From an optimization exercise on the open Yosys and OpenROAD flow, aimed at small area, a short achievable clock period and few clock cycles per item; shortcuts taken in it are not production practice.
RTL that was checked went through simulation tests only; none was proved equivalent to the original.
Power figures rest on the tool's default switching activity, not on a simulated workload.

==> flow/design.v (excerpt) <==
module wfg_divcalc (
    input  wire        clk,
    input  wire        rst,         
    input  wire        start,       
    input  wire [31:0] sysclk_hz,   
    input  wire [31:0] freq,        
    input  wire [31:0] len,         
    output wire        ready,
    output reg         done,        
    output wire [31:0] divider
);
    reg        a_full;      
    reg        a_fin;       
    reg [31:0] an;          
    reg [31:0] af;          
    reg        afovf;       
    reg [31:0] al;          
    reg [31:0] acc;         
    reg        abig;        
    reg        b_busy;
    reg  [5:0] count;       
    reg        nleft;       
    reg        n2left;      
    reg [31:0] xq;          
    reg [31:0] r;           
    reg [31:0] d;           
    reg        bbig;        
    wire take   = a_full & a_fin & ~b_busy;    
    assign ready   = ~a_full;
    assign divider = {xq[23:0], 8'h00};
    wire [31:0] sum;
    wire        sum_c;
    skl_add #(.W(32)) u_mul (.a(acc), .b(af & {32{al[0]}}), .cin(1'b0), .s(sum), .cout(sum_c));
    wire        ovf_nxt = abig | (al[0] & afovf) | sum_c;
    wire        mul_end = (al[31:1] == 31'd0);
    wire        x1      = nleft & xq[31];
    wire        x2      = n2left & xq[30];
    wire [32:0] t1      = {r, x1};
    wire [32:0] s1;
    wire        q1;      
    skl_add #(.W(33)) u_div1 (.a(t1), .b(~{1'b0, d}), .cin(1'b1), .s(s1), .cout(q1));
    wire [33:0] t2      = {r, x1, x2};
    wire [33:0] s2;
    wire        q2;      
  ...
Size: about 130 I/O pins, ~15000 um2 of cells after synthesis.
clock: 10.0 ns
lec_check: 0
abc_area: 1
cap_margin: 20
core_margin: 2
core_utilization: 40
place_density: 0.6
slew_margin: 20
standard.sh (not shown) runs the stock make flow with config.mk's settings and CLKGATE_MAP_FILE= SYNTH_SCRIPT=/design/flow/synth_recipe.tcl, a recipe that flattens the netlist after the stock synthesis.
==> flow/flow/run.sh <==
#!/bin/bash
# Layout flow: the standard flow, with two changes to how the layout is
# made (the constraints, the clock period and the synthesis are unchanged):
#  - the port buffers are buf_2 cells instead of the resizer's default pick
#  - the slow delay cells are not used as repair buffers
#  - timing repair aims for 6.4 ns of setup slack, i.e. paths of at most 3.6 ns
# Each tool's full output goes to a log file in this folder.
set -euo pipefail

# the platform's don't-use list, plus the delay cells
DU="sky130_fd_sc_hd__probe_p_8 sky130_fd_sc_hd__probec_p_8 sky130_fd_sc_hd__lpflow_bleeder_1 sky130_fd_sc_hd__lpflow_clkbufkapwr_1 sky130_fd_sc_hd__lpflow_clkbufkapwr_16 sky130_fd_sc_hd__lpflow_clkbufkapwr_2 sky130_fd_sc_hd__lpflow_clkbufkapwr_4 sky130_fd_sc_hd__lpflow_clkbufkapwr_8 sky130_fd_sc_hd__lpflow_clkinvkapwr_1 sky130_fd_sc_hd__lpflow_clkinvkapwr_16 sky130_fd_sc_hd__lpflow_clkinvkapwr_2 sky130_fd_sc_hd__lpflow_clkinvkapwr_4 sky130_fd_sc_hd__lpflow_clkinvkapwr_8 sky130_fd_sc_hd__lpflow_decapkapwr_12 sky130_fd_sc_hd__lpflow_decapkapwr_3 sky130_fd_sc_hd__lpflow_decapkapwr_4 sky130_fd_sc_hd__lpflow_decapkapwr_6 sky130_fd_sc_hd__lpflow_decapkapwr_8 sky130_fd_sc_hd__lpflow_inputiso0n_1 sky130_fd_sc_hd__lpflow_inputiso0p_1 sky130_fd_sc_hd__lpflow_inputiso1n_1 sky130_fd_sc_hd__lpflow_inputiso1p_1 sky130_fd_sc_hd__lpflow_inputisolatch_1 sky130_fd_sc_hd__lpflow_isobufsrc_1 sky130_fd_sc_hd__lpflow_isobufsrc_16 sky130_fd_sc_hd__lpflow_isobufsrc_2 sky130_fd_sc_hd__lpflow_isobufsrc_4 sky130_fd_sc_hd__lpflow_isobufsrc_8 sky130_fd_sc_hd__lpflow_isobufsrckapwr_16 sky130_fd_sc_hd__lpflow_lsbuf_lh_hl_isowell_tap_1 sky130_fd_sc_hd__lpflow_lsbuf_lh_hl_isowell_tap_2 sky130_fd_sc_hd__lpflow_lsbuf_lh_hl_isowell_tap_4 sky130_fd_sc_hd__lpflow_lsbuf_lh_isowell_4 sky130_fd_sc_hd__lpflow_lsbuf_lh_isowell_tap_1 sky130_fd_sc_hd__lpflow_lsbuf_lh_isowell_tap_2 sky130_fd_sc_hd__lpflow_lsbuf_lh_isowell_tap_4"
DU="$DU sky130_fd_sc_hd__clkdlybuf4s15_1 sky130_fd_sc_hd__clkdlybuf4s15_2 sky130_fd_sc_hd__clkdlybuf4s18_1 sky130_fd_sc_hd__clkdlybuf4s18_2 sky130_fd_sc_hd__clkdlybuf4s25_1 sky130_fd_sc_hd__clkdlybuf4s25_2 sky130_fd_sc_hd__clkdlybuf4s50_1 sky130_fd_sc_hd__clkdlybuf4s50_2 sky130_fd_sc_hd__dlygate4sd1_1 sky130_fd_sc_hd__dlygate4sd2_1 sky130_fd_sc_hd__dlygate4sd3_1 sky130_fd_sc_hd__dlymetal6s2s_1 sky130_fd_sc_hd__dlymetal6s4s_1 sky130_fd_sc_hd__dlymetal6s6s_1"

# the standard synthesis, unchanged
bash standard.sh synth > synth.log 2>&1

# floorplan to final layout
bash standard.sh "DONT_USE_CELLS=$DU" "BUFFER_PORTS_ARGS=-buffer_cell sky130_fd_sc_hd__buf_2" SETUP_SLACK_MARGIN=6.4 finish > layout.log 2>&1
The first run went through all stages and came out clean.
Testbench counts at the start, summed over its fixed seeds: cycles 16,935, items 1,024.
Edit:
--- a/flow/flow/run.sh
+++ b/flow/flow/run.sh
@@ -3,5 +3,5 @@
 # made (the constraints, the clock period and the synthesis are unchanged):
-#  - the port buffers are buf_2 cells instead of the resizer's default pick
+#  - the port buffers are buf_4 cells instead of the resizer's default pick
 #  - the slow delay cells are not used as repair buffers
-#  - timing repair aims for 6.4 ns of setup slack, i.e. paths of at most 3.6 ns
+#  - timing repair aims for 7.0 ns of setup slack, i.e. paths of at most 3.0 ns
 # Each tool's full output goes to a log file in this folder.
@@ -17,2 +17,2 @@
 # floorplan to final layout
-bash standard.sh "DONT_USE_CELLS=$DU" "BUFFER_PORTS_ARGS=-buffer_cell sky130_fd_sc_hd__buf_2" SETUP_SLACK_MARGIN=6.4 finish > layout.log 2>&1
+bash standard.sh "DONT_USE_CELLS=$DU" "BUFFER_PORTS_ARGS=-buffer_cell sky130_fd_sc_hd__buf_4" SETUP_SLACK_MARGIN=7.0 finish > layout.log 2>&1
- ABC_AREA: 1 -> not set
Outcome: The changed run went through all stages and came out clean. Global-route usage rises by 1.8 points. Combinational power goes up by well over a third. Clock power went down by a few percent.

== build 74 ==
Starting RTL as in the previous note.
clock: 10.0 ns
lec_check: 0
cap_margin: 20
core_margin: 2
core_utilization: 40
cts_buf_list: sky130_fd_sc_hd__clkbuf_8
place_density: 0.6
slew_margin: 20
==> flow/flow/run.sh <==
#!/bin/bash
# Layout flow: the standard flow, with two changes to how the layout is
# made (the constraints, the clock period and the synthesis are unchanged):
#  - the port buffers are buf_2 cells instead of the resizer's default pick
#  - the slow delay cells are not used as repair buffers
#  - timing repair aims for 6.4 ns of setup slack, i.e. paths of at most 3.6 ns
# Each tool's full output goes to a log file in this folder.
set -euo pipefail

# the platform's don't-use list, plus the delay cells
DU="sky130_fd_sc_hd__probe_p_8 sky130_fd_sc_hd__probec_p_8 sky130_fd_sc_hd__lpflow_bleeder_1 sky130_fd_sc_hd__lpflow_clkbufkapwr_1 sky130_fd_sc_hd__lpflow_clkbufkapwr_16 sky130_fd_sc_hd__lpflow_clkbufkapwr_2 sky130_fd_sc_hd__lpflow_clkbufkapwr_4 sky130_fd_sc_hd__lpflow_clkbufkapwr_8 sky130_fd_sc_hd__lpflow_clkinvkapwr_1 sky130_fd_sc_hd__lpflow_clkinvkapwr_16 sky130_fd_sc_hd__lpflow_clkinvkapwr_2 sky130_fd_sc_hd__lpflow_clkinvkapwr_4 sky130_fd_sc_hd__lpflow_clkinvkapwr_8 sky130_fd_sc_hd__lpflow_decapkapwr_12 sky130_fd_sc_hd__lpflow_decapkapwr_3 sky130_fd_sc_hd__lpflow_decapkapwr_4 sky130_fd_sc_hd__lpflow_decapkapwr_6 sky130_fd_sc_hd__lpflow_decapkapwr_8 sky130_fd_sc_hd__lpflow_inputiso0n_1 sky130_fd_sc_hd__lpflow_inputiso0p_1 sky130_fd_sc_hd__lpflow_inputiso1n_1 sky130_fd_sc_hd__lpflow_inputiso1p_1 sky130_fd_sc_hd__lpflow_inputisolatch_1 sky130_fd_sc_hd__lpflow_isobufsrc_1 sky130_fd_sc_hd__lpflow_isobufsrc_16 sky130_fd_sc_hd__lpflow_isobufsrc_2 sky130_fd_sc_hd__lpflow_isobufsrc_4 sky130_fd_sc_hd__lpflow_isobufsrc_8 sky130_fd_sc_hd__lpflow_isobufsrckapwr_16 sky130_fd_sc_hd__lpflow_lsbuf_lh_hl_isowell_tap_1 sky130_fd_sc_hd__lpflow_lsbuf_lh_hl_isowell_tap_2 sky130_fd_sc_hd__lpflow_lsbuf_lh_hl_isowell_tap_4 sky130_fd_sc_hd__lpflow_lsbuf_lh_isowell_4 sky130_fd_sc_hd__lpflow_lsbuf_lh_isowell_tap_1 sky130_fd_sc_hd__lpflow_lsbuf_lh_isowell_tap_2 sky130_fd_sc_hd__lpflow_lsbuf_lh_isowell_tap_4"
DU="$DU sky130_fd_sc_hd__clkdlybuf4s15_1 sky130_fd_sc_hd__clkdlybuf4s15_2 sky130_fd_sc_hd__clkdlybuf4s18_1 sky130_fd_sc_hd__clkdlybuf4s18_2 sky130_fd_sc_hd__clkdlybuf4s25_1 sky130_fd_sc_hd__clkdlybuf4s25_2 sky130_fd_sc_hd__clkdlybuf4s50_1 sky130_fd_sc_hd__clkdlybuf4s50_2 sky130_fd_sc_hd__dlygate4sd1_1 sky130_fd_sc_hd__dlygate4sd2_1 sky130_fd_sc_hd__dlygate4sd3_1 sky130_fd_sc_hd__dlymetal6s2s_1 sky130_fd_sc_hd__dlymetal6s4s_1 sky130_fd_sc_hd__dlymetal6s6s_1"

# the standard synthesis, unchanged
bash standard.sh synth > synth.log 2>&1

# floorplan to final layout
bash standard.sh "DONT_USE_CELLS=$DU" "BUFFER_PORTS_ARGS=-buffer_cell sky130_fd_sc_hd__buf_2" SETUP_SLACK_MARGIN=6.4 finish > layout.log 2>&1
Testbench counts of build 74, summed over its fixed seeds: cycles 16,935, items 1,024.
For build 50, these inputs were changed with respect to build 74:
- CTS_BUF_LIST no longer set, was sky130_fd_sc_hd__clkbuf_8
diff --git a/flow/flow/run.sh b/flow/flow/run.sh
--- a/flow/flow/run.sh
+++ b/flow/flow/run.sh
@@ -4 +4 @@
-#  - the port buffers are buf_2 cells instead of the resizer's default pick
+#  - the port buffers are buf_4 cells instead of the resizer's default pick
@@ -6 +6 @@
-#  - timing repair aims for 6.4 ns of setup slack, i.e. paths of at most 3.6 ns
+#  - timing repair aims for 6.7 ns of setup slack, i.e. paths of at most 3.3 ns
@@ -18 +18 @@
-bash standard.sh "DONT_USE_CELLS=$DU" "BUFFER_PORTS_ARGS=-buffer_cell sky130_fd_sc_hd__buf_2" SETUP_SLACK_MARGIN=6.4 finish > layout.log 2>&1
+bash standard.sh "DONT_USE_CELLS=$DU" "BUFFER_PORTS_ARGS=-buffer_cell sky130_fd_sc_hd__buf_4" SETUP_SLACK_MARGIN=6.7 finish > layout.log 2>&1
--- outcome ---
Build 74 -> build 50: synthesized area per cell delta 0, exact match. Going from build 74 to build 50, highest attainable clock frequency grows by about 3.6%. Any difference in number of tap instances between build 50 and build 74 is small enough to ignore. In build 50, the relative area change from synthesis to final layout came out 11 points above the value in build 74. Looking only at first-pass GRT wire length, and setting everything else aside, the higher value of build 74 and build 50 goes to build 50. Count of input and output buffers: build 74 vs build 50 — no meaningful difference. Cmp build 74 and build 50 / data arrival time of the worst path / lower: build 74. Side by side, transition at the pin with the smallest max-transition slack turned out higher in build 50 than in build 74. The origin of the worst setup path comes out a_full$_SDFF_PP0_ in one run and xq[31]$_DFFE_PP_ in the other, namely in build 74 and build 50 respectively. The lower number of buffers inserted to repair setup after CTS of build 74 and build 50 is in build 74.
Edits applied to the flow inputs when going from build 50 to build 34:
diff --git a/flow/flow/run.sh b/flow/flow/run.sh
--- a/flow/flow/run.sh
+++ b/flow/flow/run.sh
@@ -2,6 +1,0 @@
-# Layout flow: the standard flow, with two changes to how the layout is
-# made (the constraints, the clock period and the synthesis are unchanged):
-#  - the port buffers are buf_4 cells instead of the resizer's default pick
-#  - the slow delay cells are not used as repair buffers
-#  - timing repair aims for 6.7 ns of setup slack, i.e. paths of at most 3.3 ns
-# Each tool's full output goes to a log file in this folder.
@@ -18 +12 @@
-bash standard.sh "DONT_USE_CELLS=$DU" "BUFFER_PORTS_ARGS=-buffer_cell sky130_fd_sc_hd__buf_4" SETUP_SLACK_MARGIN=6.7 finish > layout.log 2>&1
+bash standard.sh "DONT_USE_CELLS=$DU" "BUFFER_PORTS_ARGS=-buffer_cell sky130_fd_sc_hd__buf_4" SETUP_SLACK_MARGIN=6.0 finish > layout.log 2>&1
Build 34: no failed stages, no open violations at the end. Adder-cell area share of the yosys netlist came out exactly the same in build 50 and build 34. Number of buffers created by CTS for build 34 is lower than for build 50. End point of the critical path: r[28]$_SDFF_PP0_ -> build 50, ready -> build 34. In the tables for build 50 and build 34, cell area reads higher with build 50. Looking at sequential cell area across build 50 and build 34, the one that comes out higher is build 50. Compared with build 50, in build 34 critical path depth lost 13, routed wire length went down by 7.2%, final standard cell utilization of the core fell by 4.1 points.
#### Input delta (build 12 over build 34)
diff --git a/flow/flow/run.sh b/flow/flow/run.sh
--- a/flow/flow/run.sh
+++ b/flow/flow/run.sh
@@ -1,0 +2,6 @@
+# Layout flow: the standard flow, with two changes to how the layout is
+# made (the constraints, the clock period and the synthesis are unchanged):
+#  - the port buffers are buf_2 cells instead of the resizer's default pick
+#  - the slow delay cells are not used as repair buffers
+#  - timing repair aims for 6.4 ns of setup slack, i.e. paths of at most 3.6 ns
+# Each tool's full output goes to a log file in this folder.
@@ -12 +18 @@
-bash standard.sh "DONT_USE_CELLS=$DU" "BUFFER_PORTS_ARGS=-buffer_cell sky130_fd_sc_hd__buf_4" SETUP_SLACK_MARGIN=6.0 finish > layout.log 2>&1
+bash standard.sh "DONT_USE_CELLS=$DU" "BUFFER_PORTS_ARGS=-buffer_cell sky130_fd_sc_hd__buf_2" SETUP_SLACK_MARGIN=6.4 finish > layout.log 2>&1
Per the final summary, build 12 finished and its layout is clean on timing, DRC and antenna. The relative area of non-clock buffer cells in the final design in build 12 sits 1.1 points below the value recorded for build 34. Looking only at post-route clock period utilization, and setting everything else aside, the lower value of build 12 and build 34 goes to build 12. The power was comparable across build 12 and build 34. ~same hold slack in build 12 and build 34. On first-iteration DRC count: build 12 sits above build 34.

The RTL this note starts from:
==> flow/design.v <==
module wfg_divcalc (
    input  wire        clk,
    input  wire        rst,         
    input  wire        start,       
    input  wire [31:0] sysclk_hz,   
    input  wire [31:0] freq,        
    input  wire [31:0] len,         
    output wire        ready,
    output reg         done,        
    output wire [31:0] divider
);
    reg        mul;         
    reg        div;         
    reg        rdy;         
    reg  [5:0] count;       
    reg        nleft;       
    reg [31:0] xq;          
    reg [31:0] r;           
    reg        fovf;        
    reg        big;         
    reg [31:0] l;           
    reg [31:0] d;           
    assign ready   = rdy;
    assign divider = {xq[23:0], 8'h00};
    wire [31:0] sum;
    wire        sum_c;
    skl_add #(.W(32)) u_mul (.a(d), .b(r), .cin(1'b0), .s(sum), .cout(sum_c));
    wire        ovf_nxt = l[0] & (fovf | sum_c);
    wire        mul_end = (l[31:1] == 31'd0);
    wire        x1      = nleft & xq[31];
    wire [32:0] trial   = {r, x1};
    wire [32:0] diff;
    wire        q_bit;   
    skl_add #(.W(33)) u_div (.a(trial), .b(~{1'b0, d}), .cin(1'b1), .s(diff), .cout(q_bit));
    wire [31:0] r_step  = q_bit ? diff[31:0] : trial[31:0];
    wire  [7:0] x8      = nleft ? xq[31:24] : 8'h00;
    wire [31:0] lo8;
    wire        ge8;     
    skl_add #(.W(32)) u_cmp (.a({r[23:0], x8}), .b(~d), .cin(1'b1), .s(lo8), .cout(ge8));
    wire        skip    = ~ge8 && (r[31:24] == 8'd0) && (count >= 6'd16 || count == 6'd8);
    wire        hi_zero = (xq == 32'd0);    
    wire        clamp   = big | ((count == 6'd8) & hi_zero);
    wire  [5:0] cnt_m1  = count - 6'd1;
    wire  [5:0] cnt_m8  = count - 6'd8;
    wire  [5:0] cnt_nxt = skip ? cnt_m8 : cnt_m1;
    wire        last    = clamp | (count == 6'd1) | ((count == 6'd8) & skip);
    wire idle = ~mul & ~div;
    reg  mul_n, div_n, done_n;
    always @* begin
        mul_n  = mul;
        div_n  = div;
        done_n = 1'b0;
        if (idle) begin
            mul_n = start;
        end else if (mul) begin
            if (big) begin
                mul_n  = 1'b0;
                done_n = 1'b1;
            end else if (mul_end) begin
                mul_n  = 1'b0;
                div_n  = 1'b1;
            end
        end else if (last) begin
            div_n  = 1'b0;
            done_n = 1'b1;
        end
    end
    always @(posedge clk) begin
        if (rst) begin
            mul  <= 1'b0;
            div  <= 1'b0;
            rdy  <= 1'b1;
            done <= 1'b0;
        end else begin
            mul  <= mul_n;
            div  <= div_n;
            rdy  <= ~mul_n & ~div_n;
            done <= done_n;
        end
    end
    always @(posedge clk) begin
        if (idle) begin
            xq    <= sysclk_hz;
            r     <= freq;
            l     <= len;
            d     <= 32'd0;
            fovf  <= 1'b0;
            big   <= 1'b0;
            count <= 6'd40;
            nleft <= 1'b1;
        end else if (mul) begin
            r    <= mul_end ? 32'd0 : {r[30:0], 1'b0};
            l    <= {1'b0, l[31:1]};
            if (big) begin
                xq[23:0] <= 24'h000100;
            end else begin
                if (l[0]) d <= sum;
                fovf <= fovf | r[31];
                big  <= ovf_nxt;
            end
        end else begin
            r <= skip ? {r[23:0], x8} : r_step;
            l <= {1'b0, l[31:1]};
            if (clamp) begin
                xq[23:0] <= 24'h000100;
            end else begin
                count <= cnt_nxt;
                nleft <= skip ? (count > 6'd16) : (count > 6'd9);
                xq    <= skip ? {xq[23:0], 8'h00} : {xq[30:0], q_bit};
            end
        end
    end
endmodule
module skl_add #(parameter integer W = 32) (
    input  wire [W-1:0] a,
    input  wire [W-1:0] b,
    input  wire         cin,
    output wire [W-1:0] s,
    output wire         cout
);
    localparam integer N = W + 1;               
    localparam integer L = $clog2(N);
    wire [N-1:0] g [0:L];
    wire [N-1:0] p [0:L];
    assign g[0] = {a & b, cin};
    assign p[0] = {a ^ b, 1'b0};
    genvar k, i;
    generate
        for (k = 0; k < L; k = k + 1) begin : lvl
            for (i = 0; i < N; i = i + 1) begin : pos
                if ((i >> k) & 1) begin : comb
                    localparam integer J = ((i >> k) << k) - 1;
                    assign g[k+1][i] = g[k][i] | (p[k][i] & g[k][J]);
                    assign p[k+1][i] = p[k][i] & p[k][J];
                end else begin : pass
                    assign g[k+1][i] = g[k][i];
                    assign p[k+1][i] = p[k][i];
                end
            end
        end
    endgenerate
    assign s    = p[0][W:1] ^ g[L][W-1:0];
    assign cout = g[L][W];
endmodule
export LEC_CHECK = 0
export CAP_MARGIN = 60
export CORE_MARGIN = 2
export CORE_UTILIZATION = 40
export PLACE_DENSITY = 0.6
export SLEW_MARGIN = 80
create_clock -name core_clock -period 10.0 [get_ports {clk}]
run.sh (not shown) runs the stock make flow with config.mk's settings and CLKGATE_MAP_FILE= SYNTH_SCRIPT=/design/flow/synth_recipe.tcl, a recipe that flattens the netlist after the stock synthesis.
Stock flow here: none of the scripts above is used.
Then changed:
--- a/flow/config.mk
+++ b/flow/config.mk
@@ -8 +8 @@
-export CAP_MARGIN = 60
+export CAP_MARGIN = 20
@@ -10,3 +10,3 @@
-export CORE_UTILIZATION = 40
-export PLACE_DENSITY = 0.6
-export SLEW_MARGIN = 80
+export CORE_UTILIZATION = 65
+export PLACE_DENSITY = 0.75
+export SLEW_MARGIN = 20
Worst setup slack loses 0.39 ns; synthesized area stays the same; routed wire length came out lower by a little under a tenth; maximum frequency drops by roughly a tenth; combinational power shrinks by roughly a tenth; design area came out lower by a little under a tenth; core utilization came out higher by 26 points; global-route usage grows by 11 points; sequential share of layout area goes up by 1.9 points; final cell count drops by roughly a tenth.
Function was not checked in any run of this note: the RTL went through the layout flow alone.

## re-timing with driven ports
Ports are ideal in the flow. The routed layouts listed here were re-timed in OpenROAD. Step 1, drivers: a clkbuf_16 drives clk and a buf_2 each remaining input, both assumed. Step 2 times the ports against the registers' clock, not the clock port: input delays grow and output delays shrink by t, the midpoint of the rising clock arrivals with the driver on. a / b / c = ideal ports / drivers / drivers and shift; a / b = the first two.
run	t, ns	slack for setup (ns)	worst slew at a driven data input, ns	cell pins on the clock port's net
the first run of note 1	0.613	6.494 / 6.442 / 6.675	0.05	1
the second run of note 1	0.611	6.675 / 6.675 / 6.675	0.06	1
build 74	0.619	6.498 / 6.451 / 6.512	0.06	1
build 50	0.609	6.619 / 6.619 / 6.619	0.06	1
build 34	0.604	6.206 / 6.156 / 6.209	0.07	1
build 12	0.597	6.516 / 6.470 / 6.516	0.06	1
the first run of note 3	0.481	6.252 / 6.252 / 6.252	0.07	1
the second run of note 3	0.475	5.857 / 5.857 / 5.857	0.05	1
After both steps every run listed still meets setup and hold.
